Source: an optimization exercise on an open RTL-to-GDS flow (aim: small area, a short achievable clock period and few clock cycles per item). Production flows keep margins and buffers that such runs may drop. No functional check of the RTL was part of any run shown here.

==> flow/design.v, too long to show whole: its modules and the start of the top module <==
// module ydl_corr_cordic: 676 lines
// module ydl_angle_engine: 273 lines
module ydl_angle_engine (
    input  wire        clk,
    input  wire        rst,
    input  wire        hdr_valid,
    output wire        hdr_ready,
    input  wire [15:0] hdr_start_code,
    input  wire [15:0] hdr_end_code,
    input  wire [7:0]  hdr_count,
    input  wire [13:0] hdr_dist_first,
    input  wire [13:0] hdr_dist_last,
    input  wire        smp_valid,
    output wire        smp_ready,
    input  wire [23:0] smp_raw,
    output wire        out_valid,
    input  wire        out_ready,
    output reg  [15:0] out_angle,
    output reg  [13:0] out_dist,
    output reg  [9:0]  out_intensity,
    output reg         out_last
);
  // ...
==> flow/run.sh <==
#!/bin/bash
# synth_recipe.tcl (not shown) runs the flow's synth.tcl, then flattens the netlist and writes it again
# the make line also repeats each setting of config.mk as NAME=value (left out here)
make -C /OpenROAD-flow-scripts/flow DESIGN_CONFIG=/design/flow/config.mk WORK_HOME=/design/flow/orfs CLKGATE_MAP_FILE= SYNTH_SCRIPT=/design/flow/synth_recipe.tcl finish
==> flow/config.mk <==
export PLATFORM = sky130hd
export DESIGN_NAME = ydl_angle_engine
export DESIGN_NICKNAME = ydl_angle_engine
export VERILOG_FILES = /design/flow/design.v
export SDC_FILE = /design/flow/constraint.sdc
export NUM_CORES = 4
export LEC_CHECK = 0
export ABC_AREA = 1
export CAP_MARGIN = 20
export CORE_MARGIN = 2
export CORE_UTILIZATION = 40
export SLEW_MARGIN = 20
==> flow/constraint.sdc <==
create_clock -name core_clock -period 12.0 [get_ports {clk}]
set_input_delay 2.4000 -clock core_clock [delete_from_list [all_inputs] [get_ports {clk}]]
set_output_delay 2.4000 -clock core_clock [all_outputs]
set_load 0.01 [all_outputs]
==> metrics.cfg, run 1 <==
[critical_path]
timing.rr.start=u_corr.y_r3[15]$_DFFE_PN_
crit_end=u_corr.py19_c$_DFF_P_
crit_type=in2reg
cpMaxStageDelayCell=clkdlybuf4s50_1
cp_max_fo=14
critical-path-top-delay-family=simple AND/OR/NAND/NOR gates

[global_route]
grt.total_usage=0.175
grtUsageMet2=0.288
grt_busiest_layer=met2
grt_max_degree=169

[min_path]
holdPathEnd=u_corr.p7_r11$_DFFE_PN_
holdPathStages=0

[synth]
yosys.area_share.adder=0.154
synth.distinct_cells=60
yosys-top-cells-count=1166 x nand2_1, 933 x edfxtp_1, 693 x inv_1
ys_seq_elements=993
yosys-mux-area-fraction=0.000193
yosys.area_share.simple=0.132
syn-num-nets=6367

[die]
die_h_um=386
die_width_um=386
tap_cells=1917

[cells_and_area]
buffer_area_frac=0.0240
n_all_buffers=161
multiInputGateArea_um2=25900
final_common_cell=nand2_1

[cts]
clk_pin_slew_worst_paths_ns=0.08
clock_sinks=993
cts_tree=done

[drt]
wl_met1_um=60500

[outcome]
status=no timing/DRC/antenna violations

[sta]
hold_viol_final=0

[place]
pre_cts_ws_ns=5.72
place_congestion=0.889

==> module ydl_corr_cordic, before the edit <==
module ydl_corr_cordic (
    input  wire          clk,
    input  wire          rst,
    input  wire          en,
    input  wire          in_v,
    input  wire [25:0]   in_pay,
    input  wire [13:0]   in_d,
    input  wire [13:0]   in_dn,      
    input  wire [3:0]    in_sh,      
    input  wire          in_dz,      
    input  wire          in_n1,      
    input  wire [20:0]   in_z,
    input  wire          in_conv,
    output wire          out_v,
    output wire [25:0]   out_pay,
    output wire [20:0]   out_z,
    output wire [15:0]   out_ang
);
    wire [3:0]  sh = in_sh;
    wire        dz = in_dz;
    wire [13:0] dn = in_dn;
    reg  [17:0] k1, k2;
    always @(*) begin
        case ({dz, sh})
            5'd0: begin k1 = 18'd147; k2 = 18'd195; end
            5'd1: begin k1 = 18'd294; k2 = 18'd390; end
            5'd2: begin k1 = 18'd588; k2 = 18'd780; end
            5'd3: begin k1 = 18'd1176; k2 = 18'd1560; end
            5'd4: begin k1 = 18'd2352; k2 = 18'd3121; end
            5'd5: begin k1 = 18'd4705; k2 = 18'd6241; end
            5'd6: begin k1 = 18'd9409; k2 = 18'd12482; end
            5'd7: begin k1 = 18'd18819; k2 = 18'd24965; end
            5'd8: begin k1 = 18'd37638; k2 = 18'd49930; end
            5'd9: begin k1 = 18'd75275; k2 = 18'd99859; end
            default: begin k1 = 18'd78499; k2 = 18'd202970; end
        endcase
    end
    wire        m_n1 = in_n1;
    reg  [17:0] kx, ky;
    always @(*) begin
        case ({dz, m_n1, sh})
            6'd0: begin kx = 18'd244; ky = 18'd122; end
            6'd1: begin kx = 18'd489; ky = 18'd243; end
            6'd2: begin kx = 18'd978; ky = 18'd486; end
            6'd3: begin kx = 18'd1956; ky = 18'd972; end
            6'd4: begin kx = 18'd3912; ky = 18'd1945; end
            6'd5: begin kx = 18'd7825; ky = 18'd3889; end
            6'd6: begin kx = 18'd15650; ky = 18'd7778; end
            6'd7: begin kx = 18'd31301; ky = 18'd15556; end
            6'd8: begin kx = 18'd62603; ky = 18'd31111; end
            6'd9: begin kx = 18'd125204; ky = 18'd62222; end
            6'd16: begin kx = 18'd50; ky = 18'd268; end
            6'd17: begin kx = 18'd99; ky = 18'd537; end
            6'd18: begin kx = 18'd198; ky = 18'd1074; end
            6'd19: begin kx = 18'd396; ky = 18'd2148; end
            6'd20: begin kx = 18'd792; ky = 18'd4297; end
            6'd21: begin kx = 18'd1585; ky = 18'd8593; end
            6'd22: begin kx = 18'd3168; ky = 18'd17186; end
            6'd23: begin kx = 18'd6337; ky = 18'd34374; end
            6'd24: begin kx = 18'd12673; ky = 18'd68749; end
            6'd25: begin kx = 18'd25346; ky = 18'd137496; end
            6'd57: begin kx = 18'd108086; ky = 18'd242219; end
            default: begin kx = 18'd0; ky = 18'd0; end
        endcase
    end
    wire [17:0] m_dp = {1'b0, dn, 3'd0};
    wire [17:0] m_dh = {2'b0, dn, 2'd0};
    wire [17:0] m_xa = m_n1 ? m_dp : 18'd0;
    wire [17:0] m_ya = m_n1 ? 18'd0 : m_dp;
    wire px1_s = m_xa[0] ^ m_dh[0];
    wire px1_c = m_xa[0] & m_dh[0];
    wire px2_s = m_xa[1] ^ m_dh[1] ^ kx[1];
    wire px2_c = (m_xa[1] & m_dh[1]) | (m_xa[1] & kx[1]) | (m_dh[1] & kx[1]);
    wire px3_s = m_xa[2] ^ m_dh[2] ^ kx[2];
    wire px3_c = (m_xa[2] & m_dh[2]) | (m_xa[2] & kx[2]) | (m_dh[2] & kx[2]);
    wire px4_s = m_xa[3] ^ m_dh[3] ^ kx[3];
    wire px4_c = (m_xa[3] & m_dh[3]) | (m_xa[3] & kx[3]) | (m_dh[3] & kx[3]);
    wire px5_s = m_xa[4] ^ m_dh[4] ^ kx[4];
    wire px5_c = (m_xa[4] & m_dh[4]) | (m_xa[4] & kx[4]) | (m_dh[4] & kx[4]);
    wire px6_s = m_xa[5] ^ m_dh[5] ^ kx[5];
    wire px6_c = (m_xa[5] & m_dh[5]) | (m_xa[5] & kx[5]) | (m_dh[5] & kx[5]);
    wire px7_s = m_xa[6] ^ m_dh[6] ^ kx[6];
    wire px7_c = (m_xa[6] & m_dh[6]) | (m_xa[6] & kx[6]) | (m_dh[6] & kx[6]);
    wire px8_s = m_xa[7] ^ m_dh[7] ^ kx[7];
    wire px8_c = (m_xa[7] & m_dh[7]) | (m_xa[7] & kx[7]) | (m_dh[7] & kx[7]);
    wire px9_s = m_xa[8] ^ m_dh[8] ^ kx[8];
    wire px9_c = (m_xa[8] & m_dh[8]) | (m_xa[8] & kx[8]) | (m_dh[8] & kx[8]);
    wire px10_s = m_xa[9] ^ m_dh[9] ^ kx[9];
    wire px10_c = (m_xa[9] & m_dh[9]) | (m_xa[9] & kx[9]) | (m_dh[9] & kx[9]);
    wire px11_s = m_xa[10] ^ m_dh[10] ^ kx[10];
    wire px11_c = (m_xa[10] & m_dh[10]) | (m_xa[10] & kx[10]) | (m_dh[10] & kx[10]);
    wire px12_s = m_xa[11] ^ m_dh[11] ^ kx[11];
    wire px12_c = (m_xa[11] & m_dh[11]) | (m_xa[11] & kx[11]) | (m_dh[11] & kx[11]);
    wire px13_s = m_xa[12] ^ m_dh[12] ^ kx[12];
    wire px13_c = (m_xa[12] & m_dh[12]) | (m_xa[12] & kx[12]) | (m_dh[12] & kx[12]);
    wire px14_s = m_xa[13] ^ m_dh[13] ^ kx[13];
    wire px14_c = (m_xa[13] & m_dh[13]) | (m_xa[13] & kx[13]) | (m_dh[13] & kx[13]);
    wire px15_s = m_xa[14] ^ m_dh[14] ^ kx[14];
    wire px15_c = (m_xa[14] & m_dh[14]) | (m_xa[14] & kx[14]) | (m_dh[14] & kx[14]);
    wire px16_s = m_xa[15] ^ m_dh[15] ^ kx[15];
    wire px16_c = (m_xa[15] & m_dh[15]) | (m_xa[15] & kx[15]) | (m_dh[15] & kx[15]);
    wire px17_s = m_xa[16] ^ m_dh[16] ^ kx[16];
    wire px17_c = (m_xa[16] & m_dh[16]) | (m_xa[16] & kx[16]) | (m_dh[16] & kx[16]);
    wire px18_s = m_xa[17] ^ m_dh[17] ^ kx[17];
    wire px18_c = (m_xa[17] & m_dh[17]) | (m_xa[17] & kx[17]) | (m_dh[17] & kx[17]);
    wire [17:0] x_s0 = {px17_c, px16_c, px15_c, px14_c, px13_c, px12_c, px11_c, px10_c, px9_c, px8_c, px7_c, px6_c, px5_c, px4_c, px3_c, px2_c, px1_c, px1_s} + {px18_s, px17_s, px16_s, px15_s, px14_s, px13_s, px12_s, px11_s, px10_s, px9_s, px8_s, px7_s, px6_s, px5_s, px4_s, px3_s, px2_s, kx[0]};
    wire py19_s = ky[1] ^ ~m_dh[1];
    wire py19_c = ky[1] & ~m_dh[1];
    wire py20_s = ky[2] ^ ~m_dh[2];
    wire py20_c = ky[2] & ~m_dh[2];
    wire py21_s = ky[3] ^ ~m_dh[3];
    wire py21_c = ky[3] & ~m_dh[3];
    wire py22_s = ky[4] ^ ~m_dh[4];
    wire py22_c = ky[4] & ~m_dh[4];
    wire py23_s = ky[5] ^ ~m_dh[5];
    wire py23_c = ky[5] & ~m_dh[5];
    wire py24_s = ky[6] ^ ~m_dh[6];
    wire py24_c = ky[6] & ~m_dh[6];
    wire py25_s = ky[7] ^ ~m_dh[7];
    wire py25_c = ky[7] & ~m_dh[7];
    wire py26_s = ky[8] ^ ~m_dh[8];
    wire py26_c = ky[8] & ~m_dh[8];
    wire py27_s = ky[9] ^ ~m_dh[9];
    wire py27_c = ky[9] & ~m_dh[9];
    wire py28_s = ky[10] ^ ~m_dh[10];
    wire py28_c = ky[10] & ~m_dh[10];
    wire py29_s = ky[11] ^ ~m_dh[11];
    wire py29_c = ky[11] & ~m_dh[11];
    wire py30_s = ky[12] ^ ~m_dh[12];
    wire py30_c = ky[12] & ~m_dh[12];
    wire py31_s = ky[13] ^ ~m_dh[13];
    wire py31_c = ky[13] & ~m_dh[13];
    wire py32_s = ky[14] ^ ~m_dh[14];
    wire py32_c = ky[14] & ~m_dh[14];
    wire py33_s = ky[15] ^ ~m_dh[15];
    wire py33_c = ky[15] & ~m_dh[15];
    wire py34_s = ky[16] ^ ~m_dh[16];
    wire py34_c = ky[16] & ~m_dh[16];
    wire py35_s = ky[17] ^ ~m_dh[17];
    wire py35_c = ky[17] & ~m_dh[17];
    wire py36_s = ky[0] ^ ~m_dh[0];
    wire py36_c = ky[0] & ~m_dh[0];
    wire py37_s = py19_s ^ ~m_ya[1] ^ 1'b1;
    wire py37_c = (py19_s & ~m_ya[1]) | (py19_s & 1'b1) | (~m_ya[1] & 1'b1);
    wire py38_s = py19_c ^ py20_s ^ ~m_ya[2];
    wire py38_c = (py19_c & py20_s) | (py19_c & ~m_ya[2]) | (py20_s & ~m_ya[2]);
    wire py39_s = py20_c ^ py21_s ^ ~m_ya[3];
    wire py39_c = (py20_c & py21_s) | (py20_c & ~m_ya[3]) | (py21_s & ~m_ya[3]);
    wire py40_s = py21_c ^ py22_s ^ ~m_ya[4];
    wire py40_c = (py21_c & py22_s) | (py21_c & ~m_ya[4]) | (py22_s & ~m_ya[4]);
    wire py41_s = py22_c ^ py23_s ^ ~m_ya[5];
    wire py41_c = (py22_c & py23_s) | (py22_c & ~m_ya[5]) | (py23_s & ~m_ya[5]);
    wire py42_s = py23_c ^ py24_s ^ ~m_ya[6];
    wire py42_c = (py23_c & py24_s) | (py23_c & ~m_ya[6]) | (py24_s & ~m_ya[6]);
    wire py43_s = py24_c ^ py25_s ^ ~m_ya[7];
    wire py43_c = (py24_c & py25_s) | (py24_c & ~m_ya[7]) | (py25_s & ~m_ya[7]);
    wire py44_s = py25_c ^ py26_s ^ ~m_ya[8];
    wire py44_c = (py25_c & py26_s) | (py25_c & ~m_ya[8]) | (py26_s & ~m_ya[8]);
    wire py45_s = py26_c ^ py27_s ^ ~m_ya[9];
    wire py45_c = (py26_c & py27_s) | (py26_c & ~m_ya[9]) | (py27_s & ~m_ya[9]);
    wire py46_s = py27_c ^ py28_s ^ ~m_ya[10];
    wire py46_c = (py27_c & py28_s) | (py27_c & ~m_ya[10]) | (py28_s & ~m_ya[10]);
    wire py47_s = py28_c ^ py29_s ^ ~m_ya[11];
    wire py47_c = (py28_c & py29_s) | (py28_c & ~m_ya[11]) | (py29_s & ~m_ya[11]);
    wire py48_s = py29_c ^ py30_s ^ ~m_ya[12];
    wire py48_c = (py29_c & py30_s) | (py29_c & ~m_ya[12]) | (py30_s & ~m_ya[12]);
    wire py49_s = py30_c ^ py31_s ^ ~m_ya[13];
    wire py49_c = (py30_c & py31_s) | (py30_c & ~m_ya[13]) | (py31_s & ~m_ya[13]);
    wire py50_s = py31_c ^ py32_s ^ ~m_ya[14];
    wire py50_c = (py31_c & py32_s) | (py31_c & ~m_ya[14]) | (py32_s & ~m_ya[14]);
    wire py51_s = py32_c ^ py33_s ^ ~m_ya[15];
    wire py51_c = (py32_c & py33_s) | (py32_c & ~m_ya[15]) | (py33_s & ~m_ya[15]);
    wire py52_s = py33_c ^ py34_s ^ ~m_ya[16];
    wire py52_c = (py33_c & py34_s) | (py33_c & ~m_ya[16]) | (py34_s & ~m_ya[16]);
    wire py53_s = py34_c ^ py35_s ^ ~m_ya[17];
    wire py53_c = (py34_c & py35_s) | (py34_c & ~m_ya[17]) | (py35_s & ~m_ya[17]);
    wire [17:0] y_s0 = {py52_c, py51_c, py50_c, py49_c, py48_c, py47_c, py46_c, py45_c, py44_c, py43_c, py42_c, py41_c, py40_c, py39_c, py38_c, py37_c, py36_c, py36_s} + {py53_s, py52_s, py51_s, py50_s, py49_s, py48_s, py47_s, py46_s, py45_s, py44_s, py43_s, py42_s, py41_s, py40_s, py39_s, py38_s, py37_s, ~m_ya[0]};
    reg [17:0] x_r1;
    reg [17:0] y_r1;
    reg [20:0] z_r1;
    reg [0:0] conv_r1;
    reg [25:0] pay_r1;
    always @(posedge clk) if (en) begin x_r1 <= x_s0; y_r1 <= y_s0; z_r1 <= in_z; conv_r1 <= in_conv; pay_r1 <= in_pay; end
    reg v_r1;
    always @(posedge clk) if (rst) v_r1 <= 1'b0; else if (en) v_r1 <= in_v;
    reg p1_r1; always @(posedge clk) if (en) p1_r1 <= ~m_n1;
    wire n2 = y_r1[17];
    wire signed [23:0] ye2 = $signed(y_r1);
    wire signed [23:0] xe2 = {6'd0, x_r1};
    wire signed [23:0] xs2 = xe2 >>> 2;
    wire signed [23:0] ys2 = ye2 >>> 2;
    wire [24:0] yc2 = {ye2, 1'b1} + {xs2 ^ {24{~n2}}, ~n2};
    wire [23:0] yn2 = yc2[24:1];
    wire [24:0] xc2 = {xe2, 1'b1} + {ys2 ^ {24{n2}}, n2};
    wire [23:0] xn2 = xc2[24:1];
    wire [17:0] x_i2 = xn2[17:0];
    wire [16:0] y_i2 = yn2[16:0];
    wire [21:0] cv_m = z_r1[14:0] * 22'd91;
    wire [21:0] z_cm = conv_r1 ? cv_m : {1'b0, z_r1};
    wire n3 = y_i2[16];
    wire signed [23:0] ye3 = $signed(y_i2);
    wire signed [23:0] xe3 = {6'd0, x_i2};
    wire signed [23:0] xs3 = xe3 >>> 3;
    wire signed [23:0] ys3 = ye3 >>> 3;
    wire [24:0] yc3 = {ye3, 1'b1} + {xs3 ^ {24{~n3}}, ~n3};
    wire [23:0] yn3 = yc3[24:1];
    wire [24:0] xc3 = {xe3, 1'b1} + {ys3 ^ {24{n3}}, n3};
    wire [23:0] xn3 = xc3[24:1];
    wire [17:0] x_i3 = xn3[17:0];
    wire [15:0] y_i3 = yn3[15:0];
    reg [17:0] x_r3;
    reg [15:0] y_r3;
    reg [21:0] z_r3;
    reg [0:0] conv_r3;
    reg [25:0] pay_r3;
    always @(posedge clk) if (en) begin x_r3 <= x_i3; y_r3 <= y_i3; z_r3 <= z_cm; conv_r3 <= conv_r1; pay_r3 <= pay_r1; end
    reg v_r3;
    always @(posedge clk) if (rst) v_r3 <= 1'b0; else if (en) v_r3 <= v_r1;
    reg p1_r3; always @(posedge clk) if (en) p1_r3 <= p1_r1;
    reg p2_r3; always @(posedge clk) if (en) p2_r3 <= ~n2;
    reg p3_r3; always @(posedge clk) if (en) p3_r3 <= ~n3;
    wire n4 = y_r3[15];
    wire signed [23:0] ye4 = $signed(y_r3);
    wire signed [23:0] xe4 = {6'd0, x_r3};
    wire signed [23:0] xs4 = xe4 >>> 4;
    wire signed [23:0] ys4 = ye4 >>> 4;
    wire [24:0] yc4 = {ye4, 1'b1} + {xs4 ^ {24{~n4}}, ~n4};
    wire [23:0] yn4 = yc4[24:1];
    wire [24:0] xc4 = {xe4, 1'b1} + {ys4 ^ {24{n4}}, n4};
    wire [23:0] xn4 = xc4[24:1];
    wire [17:0] x_i4 = xn4[17:0];
    wire [14:0] y_i4 = yn4[14:0];
    wire [21:0] cv_m2 = z_r3;
    wire [20:0] cv_t = cv_m2[20:0] + {11'd0, cv_m2[21:12]} + 21'd23;
    wire [20:0] z_cv = conv_r3 ? cv_t : z_r3[20:0];
    wire n5 = y_i4[14];
    wire signed [23:0] ye5 = $signed(y_i4);
    wire signed [23:0] xe5 = {6'd0, x_i4};
    wire signed [23:0] xs5 = xe5 >>> 5;
    wire signed [23:0] ys5 = ye5 >>> 5;
    wire [24:0] yc5 = {ye5, 1'b1} + {xs5 ^ {24{~n5}}, ~n5};
    wire [23:0] yn5 = yc5[24:1];
    wire [24:0] xc5 = {xe5, 1'b1} + {ys5 ^ {24{n5}}, n5};
    wire [23:0] xn5 = xc5[24:1];
    wire [17:0] x_i5 = xn5[17:0];
    wire [13:0] y_i5 = yn5[13:0];
    reg [17:0] x_r5;
    reg [13:0] y_r5;
    reg [20:0] z_r5;
    reg [25:0] pay_r5;
    always @(posedge clk) if (en) begin x_r5 <= x_i5; y_r5 <= y_i5; z_r5 <= z_cv; pay_r5 <= pay_r3; end
    reg v_r5;
    always @(posedge clk) if (rst) v_r5 <= 1'b0; else if (en) v_r5 <= v_r3;
    reg p1_r5; always @(posedge clk) if (en) p1_r5 <= p1_r3;
    reg p2_r5; always @(posedge clk) if (en) p2_r5 <= p2_r3;
    reg p3_r5; always @(posedge clk) if (en) p3_r5 <= p3_r3;
    reg p4_r5; always @(posedge clk) if (en) p4_r5 <= ~n4;
    reg p5_r5; always @(posedge clk) if (en) p5_r5 <= ~n5;
    wire n6 = y_r5[13];
    wire signed [23:0] ye6 = $signed(y_r5);
    wire signed [23:0] xe6 = {6'd0, x_r5};
    wire signed [23:0] xs6 = xe6 >>> 6;
    wire signed [23:0] ys6 = ye6 >>> 6;
    wire [24:0] yc6 = {ye6, 1'b1} + {xs6 ^ {24{~n6}}, ~n6};
    wire [23:0] yn6 = yc6[24:1];
    wire [12:0] y_i6 = yn6[12:0];
    wire n7 = y_i6[12];
    wire signed [23:0] ye7 = $signed(y_i6);
    wire signed [23:0] xe7 = {6'd0, x_r5};
    wire signed [23:0] xs7 = xe7 >>> 7;
    wire signed [23:0] ys7 = ye7 >>> 7;
    wire [24:0] yc7 = {ye7, 1'b1} + {xs7 ^ {24{~n7}}, ~n7};
    wire [23:0] yn7 = yc7[24:1];
    wire [11:0] y_i7 = yn7[11:0];
    reg [17:0] x_r7;
    reg [11:0] y_r7;
    reg [20:0] z_r7;
    reg [25:0] pay_r7;
    always @(posedge clk) if (en) begin x_r7 <= x_r5; y_r7 <= y_i7; z_r7 <= z_r5; pay_r7 <= pay_r5; end
    reg v_r7;
    always @(posedge clk) if (rst) v_r7 <= 1'b0; else if (en) v_r7 <= v_r5;
    reg p1_r7; always @(posedge clk) if (en) p1_r7 <= p1_r5;
    reg p2_r7; always @(posedge clk) if (en) p2_r7 <= p2_r5;
    reg p3_r7; always @(posedge clk) if (en) p3_r7 <= p3_r5;
    reg p4_r7; always @(posedge clk) if (en) p4_r7 <= p4_r5;
    reg p5_r7; always @(posedge clk) if (en) p5_r7 <= p5_r5;
    reg p6_r7; always @(posedge clk) if (en) p6_r7 <= ~n6;
    reg p7_r7; always @(posedge clk) if (en) p7_r7 <= ~n7;
    wire n8 = y_r7[11];
    wire signed [23:0] ye8 = $signed(y_r7);
    wire signed [23:0] xe8 = {6'd0, x_r7};
    wire signed [23:0] xs8 = xe8 >>> 8;
    wire signed [23:0] ys8 = ye8 >>> 8;
    wire [24:0] yc8 = {ye8, 1'b1} + {xs8 ^ {24{~n8}}, ~n8};
    wire [23:0] yn8 = yc8[24:1];
    wire [10:0] y_i8 = yn8[10:0];
    wire n9 = y_i8[10];
    wire signed [23:0] ye9 = $signed(y_i8);
    wire signed [23:0] xe9 = {6'd0, x_r7};
    wire signed [23:0] xs9 = xe9 >>> 9;
    wire signed [23:0] ys9 = ye9 >>> 9;
    wire [24:0] yc9 = {ye9, 1'b1} + {xs9 ^ {24{~n9}}, ~n9};
    wire [23:0] yn9 = yc9[24:1];
    wire [9:0] y_i9 = yn9[9:0];
    reg [17:0] x_r9;
    reg [9:0] y_r9;
    reg [20:0] z_r9;
    reg [25:0] pay_r9;
    always @(posedge clk) if (en) begin x_r9 <= x_r7; y_r9 <= y_i9; z_r9 <= z_r7; pay_r9 <= pay_r7; end
    reg v_r9;
    always @(posedge clk) if (rst) v_r9 <= 1'b0; else if (en) v_r9 <= v_r7;
    reg p1_r9; always @(posedge clk) if (en) p1_r9 <= p1_r7;
    reg p2_r9; always @(posedge clk) if (en) p2_r9 <= p2_r7;
    reg p3_r9; always @(posedge clk) if (en) p3_r9 <= p3_r7;
    reg p4_r9; always @(posedge clk) if (en) p4_r9 <= p4_r7;
    reg p5_r9; always @(posedge clk) if (en) p5_r9 <= p5_r7;
    reg p6_r9; always @(posedge clk) if (en) p6_r9 <= p6_r7;
    reg p7_r9; always @(posedge clk) if (en) p7_r9 <= p7_r7;
    reg p8_r9; always @(posedge clk) if (en) p8_r9 <= ~n8;
    reg p9_r9; always @(posedge clk) if (en) p9_r9 <= ~n9;
    wire n10 = y_r9[9];
    wire signed [23:0] ye10 = $signed(y_r9);
    wire signed [23:0] xe10 = {6'd0, x_r9};
    wire signed [23:0] xs10 = xe10 >>> 10;
    wire signed [23:0] ys10 = ye10 >>> 10;
    wire [24:0] yc10 = {ye10, 1'b1} + {xs10 ^ {24{~n10}}, ~n10};
    wire [23:0] yn10 = yc10[24:1];
    wire [8:0] y_i10 = yn10[8:0];
    wire n11 = y_i10[8];
    wire signed [23:0] ye11 = $signed(y_i10);
    wire signed [23:0] xe11 = {6'd0, x_r9};
    wire signed [23:0] xs11 = xe11 >>> 11;
    wire signed [23:0] ys11 = ye11 >>> 11;
    wire [24:0] yc11 = {ye11, 1'b1} + {xs11 ^ {24{~n11}}, ~n11};
    wire [23:0] yn11 = yc11[24:1];
    wire [7:0] y_i11 = yn11[7:0];
    reg [17:0] x_r11;
    reg [7:0] y_r11;
    reg [20:0] z_r11;
    reg [25:0] pay_r11;
    always @(posedge clk) if (en) begin x_r11 <= x_r9; y_r11 <= y_i11; z_r11 <= z_r9; pay_r11 <= pay_r9; end
    reg v_r11;
    always @(posedge clk) if (rst) v_r11 <= 1'b0; else if (en) v_r11 <= v_r9;
    reg p1_r11; always @(posedge clk) if (en) p1_r11 <= p1_r9;
    reg p2_r11; always @(posedge clk) if (en) p2_r11 <= p2_r9;
    reg p3_r11; always @(posedge clk) if (en) p3_r11 <= p3_r9;
    reg p4_r11; always @(posedge clk) if (en) p4_r11 <= p4_r9;
    reg p5_r11; always @(posedge clk) if (en) p5_r11 <= p5_r9;
    reg p6_r11; always @(posedge clk) if (en) p6_r11 <= p6_r9;
    reg p7_r11; always @(posedge clk) if (en) p7_r11 <= p7_r9;
    reg p8_r11; always @(posedge clk) if (en) p8_r11 <= p8_r9;
    reg p9_r11; always @(posedge clk) if (en) p9_r11 <= p9_r9;
    reg p10_r11; always @(posedge clk) if (en) p10_r11 <= ~n10;
    reg p11_r11; always @(posedge clk) if (en) p11_r11 <= ~n11;
    wire n12 = y_r11[7];
    wire signed [23:0] ye12 = $signed(y_r11);
    wire signed [23:0] xe12 = {6'd0, x_r11};
    wire signed [23:0] xs12 = xe12 >>> 12;
    wire signed [23:0] ys12 = ye12 >>> 12;
    wire [24:0] yc12 = {ye12, 1'b1} + {xs12 ^ {24{~n12}}, ~n12};
    wire [23:0] yn12 = yc12[24:1];
    wire [6:0] y_i12 = yn12[6:0];
    wire n13 = y_i12[6];
    wire signed [23:0] ye13 = $signed(y_i12);
    wire signed [23:0] xe13 = {6'd0, x_r11};
    wire signed [23:0] xs13 = xe13 >>> 13;
    wire signed [23:0] ys13 = ye13 >>> 13;
    wire [24:0] yc13 = {ye13, 1'b1} + {xs13 ^ {24{~n13}}, ~n13};
    wire [23:0] yn13 = yc13[24:1];
    wire [5:0] y_i13 = yn13[5:0];
    wire ta54_s = z_r11[1] ^ p1_r11;
    wire ta54_c = z_r11[1] & p1_r11;
    wire ta55_s = z_r11[2] ^ p2_r11 ^ p3_r11;
    wire ta55_c = (z_r11[2] & p2_r11) | (z_r11[2] & p3_r11) | (p2_r11 & p3_r11);
    wire ta56_s = p4_r11 ^ p5_r11;
    wire ta56_c = p4_r11 & p5_r11;
    wire ta57_s = z_r11[3] ^ p2_r11;
    wire ta57_c = z_r11[3] & p2_r11;
    wire ta58_s = z_r11[4] ^ 1'b1;
    wire ta58_c = z_r11[4] & 1'b1;
    wire ta59_s = z_r11[5] ^ p5_r11;
    wire ta59_c = z_r11[5] & p5_r11;
    wire ta60_s = z_r11[6] ^ 1'b1 ^ p2_r11;
    wire ta60_c = (z_r11[6] & 1'b1) | (z_r11[6] & p2_r11) | (1'b1 & p2_r11);
    wire ta61_s = p3_r11 ^ p4_r11;
    wire ta61_c = p3_r11 & p4_r11;
    wire ta62_s = z_r11[7] ^ p2_r11 ^ p4_r11;
    wire ta62_c = (z_r11[7] & p2_r11) | (z_r11[7] & p4_r11) | (p2_r11 & p4_r11);
    wire ta63_s = z_r11[8] ^ 1'b1;
    wire ta63_c = z_r11[8] & 1'b1;
    wire ta64_s = ta54_s ^ p2_r11 ^ p5_r11;
    wire ta64_c = (ta54_s & p2_r11) | (ta54_s & p5_r11) | (p2_r11 & p5_r11);
    wire ta65_s = ta54_c ^ ta55_s ^ ta56_s;
    wire ta65_c = (ta54_c & ta55_s) | (ta54_c & ta56_s) | (ta55_s & ta56_s);
    wire ta66_s = p6_r11 ^ p10_r11;
    wire ta66_c = p6_r11 & p10_r11;
    wire ta67_s = ta55_c ^ ta56_c ^ ta57_s;
    wire ta67_c = (ta55_c & ta56_c) | (ta55_c & ta57_s) | (ta56_c & ta57_s);
    wire ta68_s = p6_r11 ^ p9_r11 ^ p10_r11;
    wire ta68_c = (p6_r11 & p9_r11) | (p6_r11 & p10_r11) | (p9_r11 & p10_r11);
    wire ta69_s = ta57_c ^ ta58_s ^ p5_r11;
    wire ta69_c = (ta57_c & ta58_s) | (ta57_c & p5_r11) | (ta58_s & p5_r11);
    wire ta70_s = p6_r11 ^ p8_r11 ^ p9_r11;
    wire ta70_c = (p6_r11 & p8_r11) | (p6_r11 & p9_r11) | (p8_r11 & p9_r11);
    wire ta71_s = ta58_c ^ ta59_s ^ p6_r11;
    wire ta71_c = (ta58_c & ta59_s) | (ta58_c & p6_r11) | (ta59_s & p6_r11);
    wire ta72_s = p7_r11 ^ p8_r11 ^ ~n12;
    wire ta72_c = (p7_r11 & p8_r11) | (p7_r11 & ~n12) | (p8_r11 & ~n12);
    wire ta73_s = ta59_c ^ ta60_s ^ ta61_s;
    wire ta73_c = (ta59_c & ta60_s) | (ta59_c & ta61_s) | (ta60_s & ta61_s);
    wire ta74_s = p5_r11 ^ p7_r11 ^ p11_r11;
    wire ta74_c = (p5_r11 & p7_r11) | (p5_r11 & p11_r11) | (p7_r11 & p11_r11);
    wire ta75_s = ta60_c ^ ta61_c ^ ta62_s;
    wire ta75_c = (ta60_c & ta61_c) | (ta60_c & ta62_s) | (ta61_c & ta62_s);
    wire ta76_s = p6_r11 ^ p10_r11 ^ ~n12;
    wire ta76_c = (p6_r11 & p10_r11) | (p6_r11 & ~n12) | (p10_r11 & ~n12);
    wire ta77_s = ta62_c ^ ta63_s ^ p1_r11;
    wire ta77_c = (ta62_c & ta63_s) | (ta62_c & p1_r11) | (ta63_s & p1_r11);
    wire ta78_s = p5_r11 ^ p9_r11 ^ p11_r11;
    wire ta78_c = (p5_r11 & p9_r11) | (p5_r11 & p11_r11) | (p9_r11 & p11_r11);
    wire ta79_s = ta63_c ^ z_r11[9] ^ p2_r11;
    wire ta79_c = (ta63_c & z_r11[9]) | (ta63_c & p2_r11) | (z_r11[9] & p2_r11);
    wire ta80_s = p4_r11 ^ p8_r11 ^ p10_r11;
    wire ta80_c = (p4_r11 & p8_r11) | (p4_r11 & p10_r11) | (p8_r11 & p10_r11);
    wire ta81_s = z_r11[10] ^ p2_r11 ^ p3_r11;
    wire ta81_c = (z_r11[10] & p2_r11) | (z_r11[10] & p3_r11) | (p2_r11 & p3_r11);
    wire ta82_s = p7_r11 ^ p9_r11;
    wire ta82_c = p7_r11 & p9_r11;
    wire ta83_s = z_r11[11] ^ 1'b1 ^ p1_r11;
    wire ta83_c = (z_r11[11] & 1'b1) | (z_r11[11] & p1_r11) | (1'b1 & p1_r11);
    wire ta84_s = p2_r11 ^ p6_r11 ^ p8_r11;
    wire ta84_c = (p2_r11 & p6_r11) | (p2_r11 & p8_r11) | (p6_r11 & p8_r11);
    wire ta85_s = z_r11[12] ^ p1_r11 ^ p2_r11;
    wire ta85_c = (z_r11[12] & p1_r11) | (z_r11[12] & p2_r11) | (p1_r11 & p2_r11);
    wire ta86_s = p5_r11 ^ p7_r11;
    wire ta86_c = p5_r11 & p7_r11;
    wire ta87_s = z_r11[13] ^ 1'b1 ^ p1_r11;
    wire ta87_c = (z_r11[13] & 1'b1) | (z_r11[13] & p1_r11) | (1'b1 & p1_r11);
    wire ta88_s = p2_r11 ^ p4_r11 ^ p6_r11;
    wire ta88_c = (p2_r11 & p4_r11) | (p2_r11 & p6_r11) | (p4_r11 & p6_r11);
    wire ta89_s = z_r11[14] ^ 1'b1 ^ p2_r11;
    wire ta89_c = (z_r11[14] & 1'b1) | (z_r11[14] & p2_r11) | (1'b1 & p2_r11);
    wire ta90_s = p3_r11 ^ p5_r11;
    wire ta90_c = p3_r11 & p5_r11;
    wire ta91_s = z_r11[15] ^ p1_r11;
    wire ta91_c = z_r11[15] & p1_r11;
    wire ta92_s = ta64_s ^ p6_r11;
    wire ta92_c = ta64_s & p6_r11;
    wire ta93_s = ta64_c ^ ta65_s ^ ta66_s;
    wire ta93_c = (ta64_c & ta65_s) | (ta64_c & ta66_s) | (ta65_s & ta66_s);
    wire ta94_s = ta65_c ^ ta66_c ^ ta67_s;
    wire ta94_c = (ta65_c & ta66_c) | (ta65_c & ta67_s) | (ta66_c & ta67_s);
    wire ta95_s = ta67_c ^ ta68_c ^ ta69_s;
    wire ta95_c = (ta67_c & ta68_c) | (ta67_c & ta69_s) | (ta68_c & ta69_s);
    wire ta96_s = ta69_c ^ ta70_c ^ ta71_s;
    wire ta96_c = (ta69_c & ta70_c) | (ta69_c & ta71_s) | (ta70_c & ta71_s);
    wire ta97_s = ta71_c ^ ta72_c ^ ta73_s;
    wire ta97_c = (ta71_c & ta72_c) | (ta71_c & ta73_s) | (ta72_c & ta73_s);
    wire ta98_s = ta73_c ^ ta74_c ^ ta75_s;
    wire ta98_c = (ta73_c & ta74_c) | (ta73_c & ta75_s) | (ta74_c & ta75_s);
    wire ta99_s = ta75_c ^ ta76_c ^ ta77_s;
    wire ta99_c = (ta75_c & ta76_c) | (ta75_c & ta77_s) | (ta76_c & ta77_s);
    wire ta100_s = ta77_c ^ ta78_c ^ ta79_s;
    wire ta100_c = (ta77_c & ta78_c) | (ta77_c & ta79_s) | (ta78_c & ta79_s);
    wire ta101_s = ta79_c ^ ta80_c ^ ta81_s;
    wire ta101_c = (ta79_c & ta80_c) | (ta79_c & ta81_s) | (ta80_c & ta81_s);
    wire ta102_s = ta81_c ^ ta82_c ^ ta83_s;
    wire ta102_c = (ta81_c & ta82_c) | (ta81_c & ta83_s) | (ta82_c & ta83_s);
    wire ta103_s = ta83_c ^ ta84_c ^ ta85_s;
    wire ta103_c = (ta83_c & ta84_c) | (ta83_c & ta85_s) | (ta84_c & ta85_s);
    wire ta104_s = ta85_c ^ ta86_c ^ ta87_s;
    wire ta104_c = (ta85_c & ta86_c) | (ta85_c & ta87_s) | (ta86_c & ta87_s);
    wire ta105_s = ta87_c ^ ta88_c ^ ta89_s;
    wire ta105_c = (ta87_c & ta88_c) | (ta87_c & ta89_s) | (ta88_c & ta89_s);
    wire ta106_s = ta89_c ^ ta90_c ^ ta91_s;
    wire ta106_c = (ta89_c & ta90_c) | (ta89_c & ta91_s) | (ta90_c & ta91_s);
    wire ta107_s = ta91_c ^ z_r11[16];
    wire ta107_c = ta91_c & z_r11[16];
    wire ta108_s = z_r11[17] ^ 1'b1;
    wire ta108_c = z_r11[17] & 1'b1;
    wire ta109_s = z_r11[18] ^ 1'b1;
    wire ta109_c = z_r11[18] & 1'b1;
    wire ta110_s = ta92_s ^ p11_r11;
    wire ta110_c = ta92_s & p11_r11;
    wire ta111_s = ta92_c ^ ta93_s ^ p11_r11;
    wire ta111_c = (ta92_c & ta93_s) | (ta92_c & p11_r11) | (ta93_s & p11_r11);
    wire ta112_s = ta93_c ^ ta94_s ^ ta68_s;
    wire ta112_c = (ta93_c & ta94_s) | (ta93_c & ta68_s) | (ta94_s & ta68_s);
    wire ta113_s = ta94_c ^ ta95_s ^ ta70_s;
    wire ta113_c = (ta94_c & ta95_s) | (ta94_c & ta70_s) | (ta95_s & ta70_s);
    wire ta114_s = ta95_c ^ ta96_s ^ ta72_s;
    wire ta114_c = (ta95_c & ta96_s) | (ta95_c & ta72_s) | (ta96_s & ta72_s);
    wire ta115_s = ta96_c ^ ta97_s ^ ta74_s;
    wire ta115_c = (ta96_c & ta97_s) | (ta96_c & ta74_s) | (ta97_s & ta74_s);
    wire ta116_s = ta97_c ^ ta98_s ^ ta76_s;
    wire ta116_c = (ta97_c & ta98_s) | (ta97_c & ta76_s) | (ta98_s & ta76_s);
    wire ta117_s = ta98_c ^ ta99_s ^ ta78_s;
    wire ta117_c = (ta98_c & ta99_s) | (ta98_c & ta78_s) | (ta99_s & ta78_s);
    wire ta118_s = ta99_c ^ ta100_s ^ ta80_s;
    wire ta118_c = (ta99_c & ta100_s) | (ta99_c & ta80_s) | (ta100_s & ta80_s);
    wire ta119_s = ta100_c ^ ta101_s ^ ta82_s;
    wire ta119_c = (ta100_c & ta101_s) | (ta100_c & ta82_s) | (ta101_s & ta82_s);
    wire ta120_s = ta101_c ^ ta102_s ^ ta84_s;
    wire ta120_c = (ta101_c & ta102_s) | (ta101_c & ta84_s) | (ta102_s & ta84_s);
    wire ta121_s = ta102_c ^ ta103_s ^ ta86_s;
    wire ta121_c = (ta102_c & ta103_s) | (ta102_c & ta86_s) | (ta103_s & ta86_s);
    wire ta122_s = ta103_c ^ ta104_s ^ ta88_s;
    wire ta122_c = (ta103_c & ta104_s) | (ta103_c & ta88_s) | (ta104_s & ta88_s);
    wire ta123_s = ta104_c ^ ta105_s ^ ta90_s;
    wire ta123_c = (ta104_c & ta105_s) | (ta104_c & ta90_s) | (ta105_s & ta90_s);
    wire ta124_s = ta105_c ^ ta106_s ^ p4_r11;
    wire ta124_c = (ta105_c & ta106_s) | (ta105_c & p4_r11) | (ta106_s & p4_r11);
    wire ta125_s = ta106_c ^ ta107_s ^ p3_r11;
    wire ta125_c = (ta106_c & ta107_s) | (ta106_c & p3_r11) | (ta107_s & p3_r11);
    wire ta126_s = ta107_c ^ ta108_s ^ p2_r11;
    wire ta126_c = (ta107_c & ta108_s) | (ta107_c & p2_r11) | (ta108_s & p2_r11);
    wire ta127_s = ta108_c ^ ta109_s ^ p1_r11;
    wire ta127_c = (ta108_c & ta109_s) | (ta108_c & p1_r11) | (ta109_s & p1_r11);
    wire ta128_s = ta109_c ^ z_r11[19] ^ 1'b1;
    wire ta128_c = (ta109_c & z_r11[19]) | (ta109_c & 1'b1) | (z_r11[19] & 1'b1);
    wire ta129_s = z_r11[20] ^ 1'b1;
    wire ta129_c = z_r11[20] & 1'b1;
    reg [17:0] x_r13;
    reg [5:0] y_r13;
    reg [25:0] pay_r13;
    always @(posedge clk) if (en) begin x_r13 <= x_r11; y_r13 <= y_i13; pay_r13 <= pay_r11; end
    reg v_r13;
    always @(posedge clk) if (rst) v_r13 <= 1'b0; else if (en) v_r13 <= v_r11;
    reg p13_r13; always @(posedge clk) if (en) p13_r13 <= ~n13;
    reg [20:0] ra_r13, rb_r13;
    always @(posedge clk) if (en) begin ra_r13 <= {ta128_c, ta127_c, ta126_c, ta125_c, ta124_c, ta123_c, ta122_c, ta121_c, ta120_c, ta119_c, ta118_c, ta117_c, ta116_c, ta115_c, ta114_c, ta113_c, ta112_c, ta111_c, ta110_c, ta110_s, z_r11[0]}; rb_r13 <= {ta129_s, ta128_s, ta127_s, ta126_s, ta125_s, ta124_s, ta123_s, ta122_s, ta121_s, ta120_s, ta119_s, ta118_s, ta117_s, ta116_s, ta115_s, ta114_s, ta113_s, ta112_s, ta111_s, ~n12, 1'b0}; end
    wire n14 = y_r13[5];
    wire signed [23:0] ye14 = $signed(y_r13);
    wire signed [23:0] xe14 = {6'd0, x_r13};
    wire signed [23:0] xs14 = xe14 >>> 14;
    wire signed [23:0] ys14 = ye14 >>> 14;
    wire [24:0] yc14 = {ye14, 1'b1} + {xs14 ^ {24{~n14}}, ~n14};
    wire [23:0] yn14 = yc14[24:1];
    wire [4:0] y_i14 = yn14[4:0];
    wire n15 = y_i14[4];
    wire tb130_s = p13_r13 ^ ~n15;
    wire tb130_c = p13_r13 & ~n15;
    wire tb131_s = ~n14 ^ ra_r13[5];
    wire tb131_c = ~n14 & ra_r13[5];
    wire tb132_s = p13_r13 ^ ra_r13[6];
    wire tb132_c = p13_r13 & ra_r13[6];
    wire tb133_s = p13_r13 ^ ra_r13[1];
    wire tb133_c = p13_r13 & ra_r13[1];
    wire tb134_s = ~n15 ^ ra_r13[2] ^ rb_r13[2];
    wire tb134_c = (~n15 & ra_r13[2]) | (~n15 & rb_r13[2]) | (ra_r13[2] & rb_r13[2]);
    wire tb135_s = ~n14 ^ ra_r13[3] ^ rb_r13[3];
    wire tb135_c = (~n14 & ra_r13[3]) | (~n14 & rb_r13[3]) | (ra_r13[3] & rb_r13[3]);
    wire tb136_s = tb130_s ^ ra_r13[4] ^ rb_r13[4];
    wire tb136_c = (tb130_s & ra_r13[4]) | (tb130_s & rb_r13[4]) | (ra_r13[4] & rb_r13[4]);
    wire tb137_s = tb130_c ^ tb131_s ^ rb_r13[5];
    wire tb137_c = (tb130_c & tb131_s) | (tb130_c & rb_r13[5]) | (tb131_s & rb_r13[5]);
    wire tb138_s = tb131_c ^ tb132_s ^ rb_r13[6];
    wire tb138_c = (tb131_c & tb132_s) | (tb131_c & rb_r13[6]) | (tb132_s & rb_r13[6]);
    wire tb139_s = tb132_c ^ ra_r13[7] ^ rb_r13[7];
    wire tb139_c = (tb132_c & ra_r13[7]) | (tb132_c & rb_r13[7]) | (ra_r13[7] & rb_r13[7]);
    wire tb140_s = ra_r13[8] ^ rb_r13[8];
    wire tb140_c = ra_r13[8] & rb_r13[8];
    wire tb141_s = ra_r13[9] ^ rb_r13[9];
    wire tb141_c = ra_r13[9] & rb_r13[9];
    wire tb142_s = ra_r13[10] ^ rb_r13[10];
    wire tb142_c = ra_r13[10] & rb_r13[10];
    wire tb143_s = ra_r13[11] ^ rb_r13[11];
    wire tb143_c = ra_r13[11] & rb_r13[11];
    wire tb144_s = ra_r13[12] ^ rb_r13[12];
    wire tb144_c = ra_r13[12] & rb_r13[12];
    wire tb145_s = ra_r13[13] ^ rb_r13[13];
    wire tb145_c = ra_r13[13] & rb_r13[13];
    wire tb146_s = ra_r13[14] ^ rb_r13[14];
    wire tb146_c = ra_r13[14] & rb_r13[14];
    wire tb147_s = ra_r13[15] ^ rb_r13[15];
    wire tb147_c = ra_r13[15] & rb_r13[15];
    wire tb148_s = ra_r13[16] ^ rb_r13[16];
    wire tb148_c = ra_r13[16] & rb_r13[16];
    wire tb149_s = ra_r13[17] ^ rb_r13[17];
    wire tb149_c = ra_r13[17] & rb_r13[17];
    wire tb150_s = ra_r13[18] ^ rb_r13[18];
    wire tb150_c = ra_r13[18] & rb_r13[18];
    wire tb151_s = ra_r13[19] ^ rb_r13[19];
    wire tb151_c = ra_r13[19] & rb_r13[19];
    wire tb152_s = ra_r13[20] ^ rb_r13[20];
    wire tb152_c = ra_r13[20] & rb_r13[20];
    wire [20:0] z_sum = {tb151_c, tb150_c, tb149_c, tb148_c, tb147_c, tb146_c, tb145_c, tb144_c, tb143_c, tb142_c, tb141_c, tb140_c, tb139_c, tb138_c, tb137_c, tb136_c, tb135_c, tb134_c, tb133_c, tb133_s, ra_r13[0]} + {tb152_s, tb151_s, tb150_s, tb149_s, tb148_s, tb147_s, tb146_s, tb145_s, tb144_s, tb143_s, tb142_s, tb141_s, tb140_s, tb139_s, tb138_s, tb137_s, tb136_s, tb135_s, tb134_s, rb_r13[1], rb_r13[0]};
    reg  [20:0] z_q;
    reg  [25:0] pay_q;
    reg         v_q;
    always @(posedge clk) if (en) begin z_q <= z_sum; pay_q <= pay_r13; end
    always @(posedge clk) if (rst) v_q <= 1'b0; else if (en) v_q <= v_r13;
    assign out_z = z_q;
    assign out_pay = pay_q;
    assign out_v = v_q;
    wire m153_s = z_q[5] ^ z_q[3];
    wire m153_c = z_q[5] & z_q[3];
    wire m154_s = z_q[6] ^ z_q[4] ^ z_q[3];
    wire m154_c = (z_q[6] & z_q[4]) | (z_q[6] & z_q[3]) | (z_q[4] & z_q[3]);
    wire m155_s = z_q[7] ^ z_q[5] ^ z_q[4];
    wire m155_c = (z_q[7] & z_q[5]) | (z_q[7] & z_q[4]) | (z_q[5] & z_q[4]);
    wire m156_s = z_q[8] ^ z_q[6] ^ z_q[5];
    wire m156_c = (z_q[8] & z_q[6]) | (z_q[8] & z_q[5]) | (z_q[6] & z_q[5]);
    wire m157_s = z_q[9] ^ z_q[7] ^ z_q[6];
    wire m157_c = (z_q[9] & z_q[7]) | (z_q[9] & z_q[6]) | (z_q[7] & z_q[6]);
    wire m158_s = z_q[10] ^ z_q[8] ^ z_q[7];
    wire m158_c = (z_q[10] & z_q[8]) | (z_q[10] & z_q[7]) | (z_q[8] & z_q[7]);
    wire m159_s = z_q[11] ^ z_q[9] ^ z_q[8];
    wire m159_c = (z_q[11] & z_q[9]) | (z_q[11] & z_q[8]) | (z_q[9] & z_q[8]);
    wire m160_s = z_q[12] ^ z_q[10] ^ z_q[9];
    wire m160_c = (z_q[12] & z_q[10]) | (z_q[12] & z_q[9]) | (z_q[10] & z_q[9]);
    wire m161_s = z_q[13] ^ z_q[11] ^ z_q[10];
    wire m161_c = (z_q[13] & z_q[11]) | (z_q[13] & z_q[10]) | (z_q[11] & z_q[10]);
    wire m162_s = z_q[14] ^ z_q[12] ^ z_q[11];
    wire m162_c = (z_q[14] & z_q[12]) | (z_q[14] & z_q[11]) | (z_q[12] & z_q[11]);
    wire m163_s = z_q[15] ^ z_q[13] ^ z_q[12];
    wire m163_c = (z_q[15] & z_q[13]) | (z_q[15] & z_q[12]) | (z_q[13] & z_q[12]);
    wire m164_s = z_q[16] ^ z_q[14] ^ z_q[13];
    wire m164_c = (z_q[16] & z_q[14]) | (z_q[16] & z_q[13]) | (z_q[14] & z_q[13]);
    wire m165_s = z_q[17] ^ z_q[15] ^ z_q[14];
    wire m165_c = (z_q[17] & z_q[15]) | (z_q[17] & z_q[14]) | (z_q[15] & z_q[14]);
    wire m166_s = z_q[18] ^ z_q[16] ^ z_q[15];
    wire m166_c = (z_q[18] & z_q[16]) | (z_q[18] & z_q[15]) | (z_q[16] & z_q[15]);
    wire m167_s = z_q[19] ^ z_q[17] ^ z_q[16];
    wire m167_c = (z_q[19] & z_q[17]) | (z_q[19] & z_q[16]) | (z_q[17] & z_q[16]);
    wire m168_s = z_q[20] ^ z_q[18] ^ z_q[17];
    wire m168_c = (z_q[20] & z_q[18]) | (z_q[20] & z_q[17]) | (z_q[18] & z_q[17]);
    wire m169_s = z_q[19] ^ z_q[18];
    wire m169_c = z_q[19] & z_q[18];
    wire m170_s = z_q[20] ^ z_q[19];
    wire m170_c = z_q[20] & z_q[19];
    wire m171_s = z_q[3] ^ z_q[1];
    wire m171_c = z_q[3] & z_q[1];
    wire m172_s = z_q[4] ^ z_q[2] ^ z_q[1];
    wire m172_c = (z_q[4] & z_q[2]) | (z_q[4] & z_q[1]) | (z_q[2] & z_q[1]);
    wire m173_s = m153_s ^ z_q[2] ^ z_q[0];
    wire m173_c = (m153_s & z_q[2]) | (m153_s & z_q[0]) | (z_q[2] & z_q[0]);
    wire m174_s = m153_c ^ m154_s ^ z_q[1];
    wire m174_c = (m153_c & m154_s) | (m153_c & z_q[1]) | (m154_s & z_q[1]);
    wire m175_s = m154_c ^ m155_s ^ z_q[2];
    wire m175_c = (m154_c & m155_s) | (m154_c & z_q[2]) | (m155_s & z_q[2]);
    wire m176_s = m155_c ^ m156_s ^ z_q[3];
    wire m176_c = (m155_c & m156_s) | (m155_c & z_q[3]) | (m156_s & z_q[3]);
    wire m177_s = m156_c ^ m157_s ^ z_q[4];
    wire m177_c = (m156_c & m157_s) | (m156_c & z_q[4]) | (m157_s & z_q[4]);
    wire m178_s = m157_c ^ m158_s ^ z_q[5];
    wire m178_c = (m157_c & m158_s) | (m157_c & z_q[5]) | (m158_s & z_q[5]);
    wire m179_s = m158_c ^ m159_s ^ z_q[6];
    wire m179_c = (m158_c & m159_s) | (m158_c & z_q[6]) | (m159_s & z_q[6]);
    wire m180_s = m159_c ^ m160_s ^ z_q[7];
    wire m180_c = (m159_c & m160_s) | (m159_c & z_q[7]) | (m160_s & z_q[7]);
    wire m181_s = m160_c ^ m161_s ^ z_q[8];
    wire m181_c = (m160_c & m161_s) | (m160_c & z_q[8]) | (m161_s & z_q[8]);
    wire m182_s = m161_c ^ m162_s ^ z_q[9];
    wire m182_c = (m161_c & m162_s) | (m161_c & z_q[9]) | (m162_s & z_q[9]);
    wire m183_s = m162_c ^ m163_s ^ z_q[10];
    wire m183_c = (m162_c & m163_s) | (m162_c & z_q[10]) | (m163_s & z_q[10]);
    wire m184_s = m163_c ^ m164_s ^ z_q[11];
    wire m184_c = (m163_c & m164_s) | (m163_c & z_q[11]) | (m164_s & z_q[11]);
    wire m185_s = m164_c ^ m165_s ^ z_q[12];
    wire m185_c = (m164_c & m165_s) | (m164_c & z_q[12]) | (m165_s & z_q[12]);
    wire m186_s = m165_c ^ m166_s ^ z_q[13];
    wire m186_c = (m165_c & m166_s) | (m165_c & z_q[13]) | (m166_s & z_q[13]);
    wire m187_s = m166_c ^ m167_s ^ z_q[14];
    wire m187_c = (m166_c & m167_s) | (m166_c & z_q[14]) | (m167_s & z_q[14]);
    wire m188_s = m167_c ^ m168_s ^ z_q[15];
    wire m188_c = (m167_c & m168_s) | (m167_c & z_q[15]) | (m168_s & z_q[15]);
    wire m189_s = m168_c ^ m169_s ^ z_q[16];
    wire m189_c = (m168_c & m169_s) | (m168_c & z_q[16]) | (m169_s & z_q[16]);
    wire m190_s = m169_c ^ m170_s ^ z_q[17];
    wire m190_c = (m169_c & m170_s) | (m169_c & z_q[17]) | (m170_s & z_q[17]);
    wire m191_s = m170_c ^ z_q[20] ^ z_q[18];
    wire m191_c = (m170_c & z_q[20]) | (m170_c & z_q[18]) | (z_q[20] & z_q[18]);
    wire [26:0] m45 = {1'b0, z_q[20], m191_c, m190_c, m189_c, m188_c, m187_c, m186_c, m185_c, m184_c, m183_c, m182_c, m181_c, m180_c, m179_c, m178_c, m177_c, m176_c, m175_c, m174_c, m173_c, m172_c, m171_c, m171_s, z_q[2], z_q[1], z_q[0]} + {1'b0, 1'b0, z_q[19], m191_s, m190_s, m189_s, m188_s, m187_s, m186_s, m185_s, m184_s, m183_s, m182_s, m181_s, m180_s, m179_s, m178_s, m177_s, m176_s, m175_s, m174_s, m173_s, m172_s, z_q[0], z_q[0], 1'b0, 1'b0};
    assign out_ang = m45[26:11];
endmodule
==> run 2, diff against run 1 <==
--- a/flow/design.v
+++ b/flow/design.v
@@ -4,16 +4,18 @@
     input  wire          en,
     input  wire          in_v,
     input  wire [25:0]   in_pay,
     input  wire [13:0]   in_d,
     input  wire [13:0]   in_dn,      
     input  wire [3:0]    in_sh,      
     input  wire          in_dz,      
     input  wire          in_n1,      
+    input  wire [17:0]   in_kx,      
+    input  wire [17:0]   in_ky,
     input  wire [20:0]   in_z,
     input  wire          in_conv,
     output wire          out_v,
     output wire [25:0]   out_pay,
     output wire [20:0]   out_z,
     output wire [15:0]   out_ang
 );
     wire [3:0]  sh = in_sh;
@@ -31,43 +33,17 @@
             5'd6: begin k1 = 18'd9409; k2 = 18'd12482; end
             5'd7: begin k1 = 18'd18819; k2 = 18'd24965; end
             5'd8: begin k1 = 18'd37638; k2 = 18'd49930; end
             5'd9: begin k1 = 18'd75275; k2 = 18'd99859; end
             default: begin k1 = 18'd78499; k2 = 18'd202970; end
         endcase
     end
     wire        m_n1 = in_n1;
-    reg  [17:0] kx, ky;
-    always @(*) begin
-        case ({dz, m_n1, sh})
-            6'd0: begin kx = 18'd244; ky = 18'd122; end
-            6'd1: begin kx = 18'd489; ky = 18'd243; end
-            6'd2: begin kx = 18'd978; ky = 18'd486; end
-            6'd3: begin kx = 18'd1956; ky = 18'd972; end
-            6'd4: begin kx = 18'd3912; ky = 18'd1945; end
-            6'd5: begin kx = 18'd7825; ky = 18'd3889; end
-            6'd6: begin kx = 18'd15650; ky = 18'd7778; end
-            6'd7: begin kx = 18'd31301; ky = 18'd15556; end
-            6'd8: begin kx = 18'd62603; ky = 18'd31111; end
-            6'd9: begin kx = 18'd125204; ky = 18'd62222; end
-            6'd16: begin kx = 18'd50; ky = 18'd268; end
-            6'd17: begin kx = 18'd99; ky = 18'd537; end
-            6'd18: begin kx = 18'd198; ky = 18'd1074; end
-            6'd19: begin kx = 18'd396; ky = 18'd2148; end
-            6'd20: begin kx = 18'd792; ky = 18'd4297; end
-            6'd21: begin kx = 18'd1585; ky = 18'd8593; end
-            6'd22: begin kx = 18'd3168; ky = 18'd17186; end
-            6'd23: begin kx = 18'd6337; ky = 18'd34374; end
-            6'd24: begin kx = 18'd12673; ky = 18'd68749; end
-            6'd25: begin kx = 18'd25346; ky = 18'd137496; end
-            6'd57: begin kx = 18'd108086; ky = 18'd242219; end
-            default: begin kx = 18'd0; ky = 18'd0; end
-        endcase
-    end
+    wire [17:0] kx = in_kx, ky = in_ky;
     wire [17:0] m_dp = {1'b0, dn, 3'd0};
     wire [17:0] m_dh = {2'b0, dn, 2'd0};
     wire [17:0] m_xa = m_n1 ? m_dp : 18'd0;
     wire [17:0] m_ya = m_n1 ? 18'd0 : m_dp;
     wire px1_s = m_xa[0] ^ m_dh[0];
     wire px1_c = m_xa[0] & m_dh[0];
     wire px2_s = m_xa[1] ^ m_dh[1] ^ kx[1];
     wire px2_c = (m_xa[1] & m_dh[1]) | (m_xa[1] & kx[1]) | (m_dh[1] & kx[1]);
@@ -669,16 +645,50 @@
     wire m189_c = (m168_c & m169_s) | (m168_c & z_q[16]) | (m169_s & z_q[16]);
     wire m190_s = m169_c ^ m170_s ^ z_q[17];
     wire m190_c = (m169_c & m170_s) | (m169_c & z_q[17]) | (m170_s & z_q[17]);
     wire m191_s = m170_c ^ z_q[20] ^ z_q[18];
     wire m191_c = (m170_c & z_q[20]) | (m170_c & z_q[18]) | (z_q[20] & z_q[18]);
     wire [26:0] m45 = {1'b0, z_q[20], m191_c, m190_c, m189_c, m188_c, m187_c, m186_c, m185_c, m184_c, m183_c, m182_c, m181_c, m180_c, m179_c, m178_c, m177_c, m176_c, m175_c, m174_c, m173_c, m172_c, m171_c, m171_s, z_q[2], z_q[1], z_q[0]} + {1'b0, 1'b0, z_q[19], m191_s, m190_s, m189_s, m188_s, m187_s, m186_s, m185_s, m184_s, m183_s, m182_s, m181_s, m180_s, m179_s, m178_s, m177_s, m176_s, m175_s, m174_s, m173_s, m172_s, z_q[0], z_q[0], 1'b0, 1'b0};
     assign out_ang = m45[26:11];
 endmodule
+module ydl_corr_ktab (
+    input  wire        dz,
+    input  wire        m_n1,
+    input  wire [3:0]  sh,
+    output reg  [17:0] kx,
+    output reg  [17:0] ky
+);
+    always @(*) begin
+        case ({dz, m_n1, sh})
+            6'd0: begin kx = 18'd244; ky = 18'd122; end
+            6'd1: begin kx = 18'd489; ky = 18'd243; end
+            6'd2: begin kx = 18'd978; ky = 18'd486; end
+            6'd3: begin kx = 18'd1956; ky = 18'd972; end
+            6'd4: begin kx = 18'd3912; ky = 18'd1945; end
+            6'd5: begin kx = 18'd7825; ky = 18'd3889; end
+            6'd6: begin kx = 18'd15650; ky = 18'd7778; end
+            6'd7: begin kx = 18'd31301; ky = 18'd15556; end
+            6'd8: begin kx = 18'd62603; ky = 18'd31111; end
+            6'd9: begin kx = 18'd125204; ky = 18'd62222; end
+            6'd16: begin kx = 18'd50; ky = 18'd268; end
+            6'd17: begin kx = 18'd99; ky = 18'd537; end
+            6'd18: begin kx = 18'd198; ky = 18'd1074; end
+            6'd19: begin kx = 18'd396; ky = 18'd2148; end
+            6'd20: begin kx = 18'd792; ky = 18'd4297; end
+            6'd21: begin kx = 18'd1585; ky = 18'd8593; end
+            6'd22: begin kx = 18'd3168; ky = 18'd17186; end
+            6'd23: begin kx = 18'd6337; ky = 18'd34374; end
+            6'd24: begin kx = 18'd12673; ky = 18'd68749; end
+            6'd25: begin kx = 18'd25346; ky = 18'd137496; end
+            6'd57: begin kx = 18'd108086; ky = 18'd242219; end
+            default: begin kx = 18'd0; ky = 18'd0; end
+        endcase
+    end
+endmodule
 module ydl_angle_engine (
     input  wire        clk,
     input  wire        rst,
     input  wire        hdr_valid,
     output wire        hdr_ready,
     input  wire [15:0] hdr_start_code,
     input  wire [15:0] hdr_end_code,
     input  wire [7:0]  hdr_count,
@@ -728,16 +738,17 @@
     wire        hdr_take = hdr_valid & hdr_ready;
     wire        smp_take = smp_valid & smp_ready;
     wire        e_last = (e_rem == 8'd1);
     wire        p_to_e = p_v & (~e_act | (smp_take & e_last));
     reg         r0_v, r0_b, r0_last, r0_conv;
     reg  [13:0] r0_d, r0_dn;
     reg  [3:0]  r0_sh;
     reg         r0_dz, r0_n1;
+    reg  [17:0] r0_kx, r0_ky;
     reg  [9:0]  r0_int;
     reg  [20:0] r0_z;
     always @(posedge clk) begin
         if (rst)
             r0_v <= 1'b0;
         else if (en)
             r0_v <= w_bub | smp_take;
     end
@@ -752,21 +763,33 @@
             14'b00001?????????: i_sh = 4'd4;
             14'b000001????????: i_sh = 4'd5;
             14'b0000001???????: i_sh = 4'd6;
             14'b00000001??????: i_sh = 4'd7;
             14'b000000001?????: i_sh = 4'd8;
             default:            i_sh = 4'd9;
         endcase
     end
+    wire [17:0] i_kx, i_ky;
+    wire        i_dz = (i_d == 14'd0);
+    wire        i_n1 = i_dz | (i_d >= 14'd25);
+    ydl_corr_ktab u_ktab (
+        .dz   (i_dz),
+        .m_n1 (i_n1),
+        .sh   (i_sh),
+        .kx   (i_kx),
+        .ky   (i_ky)
+    );
     always @(posedge clk) begin
         if (en) begin
             r0_sh <= i_sh;
-            r0_dz <= (i_d == 14'd0);
-            r0_n1 <= (i_d == 14'd0) | (i_d >= 14'd25);
+            r0_dz <= i_dz;
+            r0_n1 <= i_n1;
+            r0_kx <= i_kx;
+            r0_ky <= i_ky;
             r0_dn <= i_d << i_sh;
             if (w_bub) begin
                 r0_b    <= 1'b1;
                 r0_last <= (w_st == W_S1);
                 r0_conv <= 1'b1;
                 r0_d    <= (w_st == W_S0) ? hdr_dist_first : hdr_dist_last;
                 r0_z    <= {6'd0, (w_st == W_S0) ? hdr_start_code[15:1] : hdr_end_code[15:1]};
                 r0_int  <= 10'd0;
@@ -790,16 +813,18 @@
         .en     (en),
         .in_v   (r0_v),
         .in_pay ({r0_b, r0_last, r0_int, r0_d}),
         .in_d   (r0_d),
         .in_dn  (r0_dn),
         .in_sh  (r0_sh),
         .in_dz  (r0_dz),
         .in_n1  (r0_n1),
+        .in_kx  (r0_kx),
+        .in_ky  (r0_ky),
         .in_z   (r0_z),
         .in_conv(r0_conv),
         .out_v  (x_v),
         .out_pay(x_pay),
         .out_z  (x_z),
         .out_ang(x_ang)
     );
     wire        x_b    = x_pay[25];
==> run 2 against run 1 <==
  * Fmax up 0.19%
  * Critical endpoint is now u_corr.x_r5[16]$_DFFE_PN_
  * Clock skew fell by 0.020 ns
  * Sequential share of layout area is 0.068 points higher
  * Still clean
  * Register-to-register slack lost 0.33 ns
  * Count of clock-buffer cells in the layout decreased by 3
==> metrics.cfg, run 2 <==
[cts]
cts_resized=0
htreeDepth=3
cts_buffer_depth=3
clk_pin_slew_worst_paths_ns=0.06  ; -0.02 ns
insertion_delay_ns=0.72
cts_hold_buf=0
clock_sinks=988  ; -0.50%
cts_tree=done
clock-root-buffer=clkbuf_16
numCtsBuffers=103

[synth]
yosysMostFrequentCell=nand2_1
synth.distinct_cells=60  ; unchanged
syn_area_um2=58400
synth-edff-count=963
ys_seq_area_frac=0.503
yosysTopAreaCell=edfxtp_1
synth_top_area_share=0.495
ys_seq_elements=988  ; -0.50%
yosys-top-cells-count=1193 x nand2_1, 963 x edfxtp_1, 697 x inv_1
synth_area_leaders=edfxtp_1 49%, ha_1 9.7%, nand2_1 7.7%
syn-num-nets=6377  ; +0.16%
synth_cells=5663

[global_route]
grt_max_degree=186  ; +10%
grt_pass1_vias=38500
grt.total_usage=0.174  ; -0.00148
grtUsageMet1=0.241
grt_busiest_layer=met2
grtUsageMet2=0.285  ; -0.00376
met3_usage=0.0242

[place]
io_buffer_count=138
hpwl_um=97300
place_congestion=0.929  ; +4.4%
dp_cells=7656

[sta]
fmax_mhz=182
finalCriticalPeriod_ns=5.51
min_period_over_period=0.459
fin_worst_skew_ns=0.0291
setup_viol=0
hold_viol_final=0  ; unchanged
fin_setup_tns_ns=0
worst_slew_pin_slew_ns=1.06

[die]
die-area_um2=149000
die_width_um=386  ; +0.16%
ios=141
start_util=0.402
core_um2=145000
die_h_um=386  ; +0.16%

[critical_path]
path_buf_inv=3
start_kind=flip-flop
cpMaxStageDelayCell=o21ai_0
crit_path_end_kind=flip-flop
critical-path-top-delay-family=simple AND/OR/NAND/NOR gates
crit_arrival_ns=5.95
cp_max_fo=32  ; +18
path_cells=buf_4 > xnor2_1 > ha_1 > nand2_1 > o21ai_0 > nand2_1 > nand2_1 > nand3_1 > nand2_1 > nand2_1 > nand2_1 > buf_4 > inv_1 > xor2_1 > ha_1 > nand2_1 > or4_1 > o21ai_0 > nand3_1 > nand2_1 > nand2_1 > nand2_1 > nand2_1
crit_type=reg2reg

[cells_and_area]
final_common_cell=nand2_1
layoutNonFillerInstCount=7850
num-nets-final=6558
fillCellCount=13700

[min_path]
hp-class=reg2reg

[drt]
drt_drc_violations_left=0
vias=39100
viasPerCell=4.98
drt_iter0_drc=2699
drt_pre_antenna_iters=5
ant_nets=0

[run]
max-cap-violations=0

[outcome]
status=no timing/DRC/antenna violations

run 2: changes by cell type after synthesis, moves of 14 or more:
cell      change
dfxtp_1      -35
xnor2_1      -24
edfxtp_1     +30
nand2_1      +27
nand4_1      +14
nor2_1       +24
clkbuf_1     -18
o21ai_1      -14
o21ai_0      -22
run 2: layout make-up:
type,instances,area [µm²],area share
sequential,988,29400,0.449
multi-input combinational,3877,26000,0.396
inverter,716,2700,0.0412
clock buffer,123,2690,0.0411
tap,1917,2400,0.0366
timing repair buffer,158,1540,0.0235
clock inverter,70,848,0.0129
antenna,1,2.50,0.0000382
run 2: final timing paths:
path	to	slack [ns]	start	depth (start not counted)
max	u_corr.x_r5[16]$_DFFE_PN_	6.49	u_corr.y_r3[15]$_DFFE_PN_	23
min reg2reg	u_corr.pay_r1[14]$_DFFE_PN_	0.40	r0_int[0]$_SDFFCE_PN0N_	0
min	u_corr.pay_r1[14]$_DFFE_PN_	0.40	r0_int[0]$_SDFFCE_PN0N_	0
max reg2reg	u_corr.x_r5[16]$_DFFE_PN_	6.49	u_corr.y_r3[15]$_DFFE_PN_	23
run 2: logic make-up (layout without fill, tap and decap cells):
family,after synthesis,count (layout),share of synthesized area
adders and majority gates,617,617,0.153
DFF,988,988,0.503
AOI/OAI and AO/OA,857,857,0.0810
buffers and inverters,798,1067,0.0526
muxes,1,1,0.000193
other,0,1,0
and+or+nand+nor,1926,1926,0.138
xor gates and xnor gates,476,476,0.0714
run 2: per-layer routing:
| layer | part of all wire | up-vias |
|---|---|---|
| li1 | - | 19700 |
| met1 | 0.47 | 18500 |
| met2 | 0.46 | 727 |
| met3 | 0.042 | 177 |
| met4 | 0.025 | 0 |
| met5 | 0 | - |
run 2: per-stage QoR:
step / worst slack [ns] / util / hold slack [ns] / cell area [µm²]
floorplan: 2.02 / - / 0.400 / 58400
global placement: 6.23 / 0.427 / 0.400 / 62000
detailed placement: 6.16 / 0.427 / 0.405 / 62000
CTS: 6.49 / 0.451 / 0.403 / 65600
global route: 6.11 / 0.451 / 0.406 / 65600
finish: 6.49 / 0.451 / 0.403 / 65600

[re-timing with driven ports]
Ports are ideal in the flow. The routed layouts listed here were re-timed in OpenROAD. Step 1 (the two cells are an assumption about what drives the block):
set clk [get_ports {clk}]
set_driving_cell -lib_cell sky130_fd_sc_hd__clkbuf_16 $clk
set_driving_cell -lib_cell sky130_fd_sc_hd__buf_2 [delete_from_list [all_inputs] $clk]
Step 2 also shifts input and output timing later by t, the mid clock arrival at the registers, as if the neighbouring blocks saw the same clock. a / b / c = ideal ports / drivers / drivers and shift; a / b = the first two.
| run | t, ns | setup WS [ns] | worst hold slack (ns) | worst register clock-pin slew, ns |
|---|---|---|---|---|
| run 1 | 0.778 | 6.481 / 6.533 / 5.755 | 0.371 / 0.371 / 0.371 | 0.08 / 0.08 |
| run 2 | 0.780 | 6.491 / 6.491 / 6.141 | 0.403 / 0.403 / 0.403 | 0.07 / 0.07 |
After both steps every run listed still meets setup and hold. For run 1, which loses most, drivers alone change the setup slack by +0.052 ns; drivers and shift together by -0.726 ns.
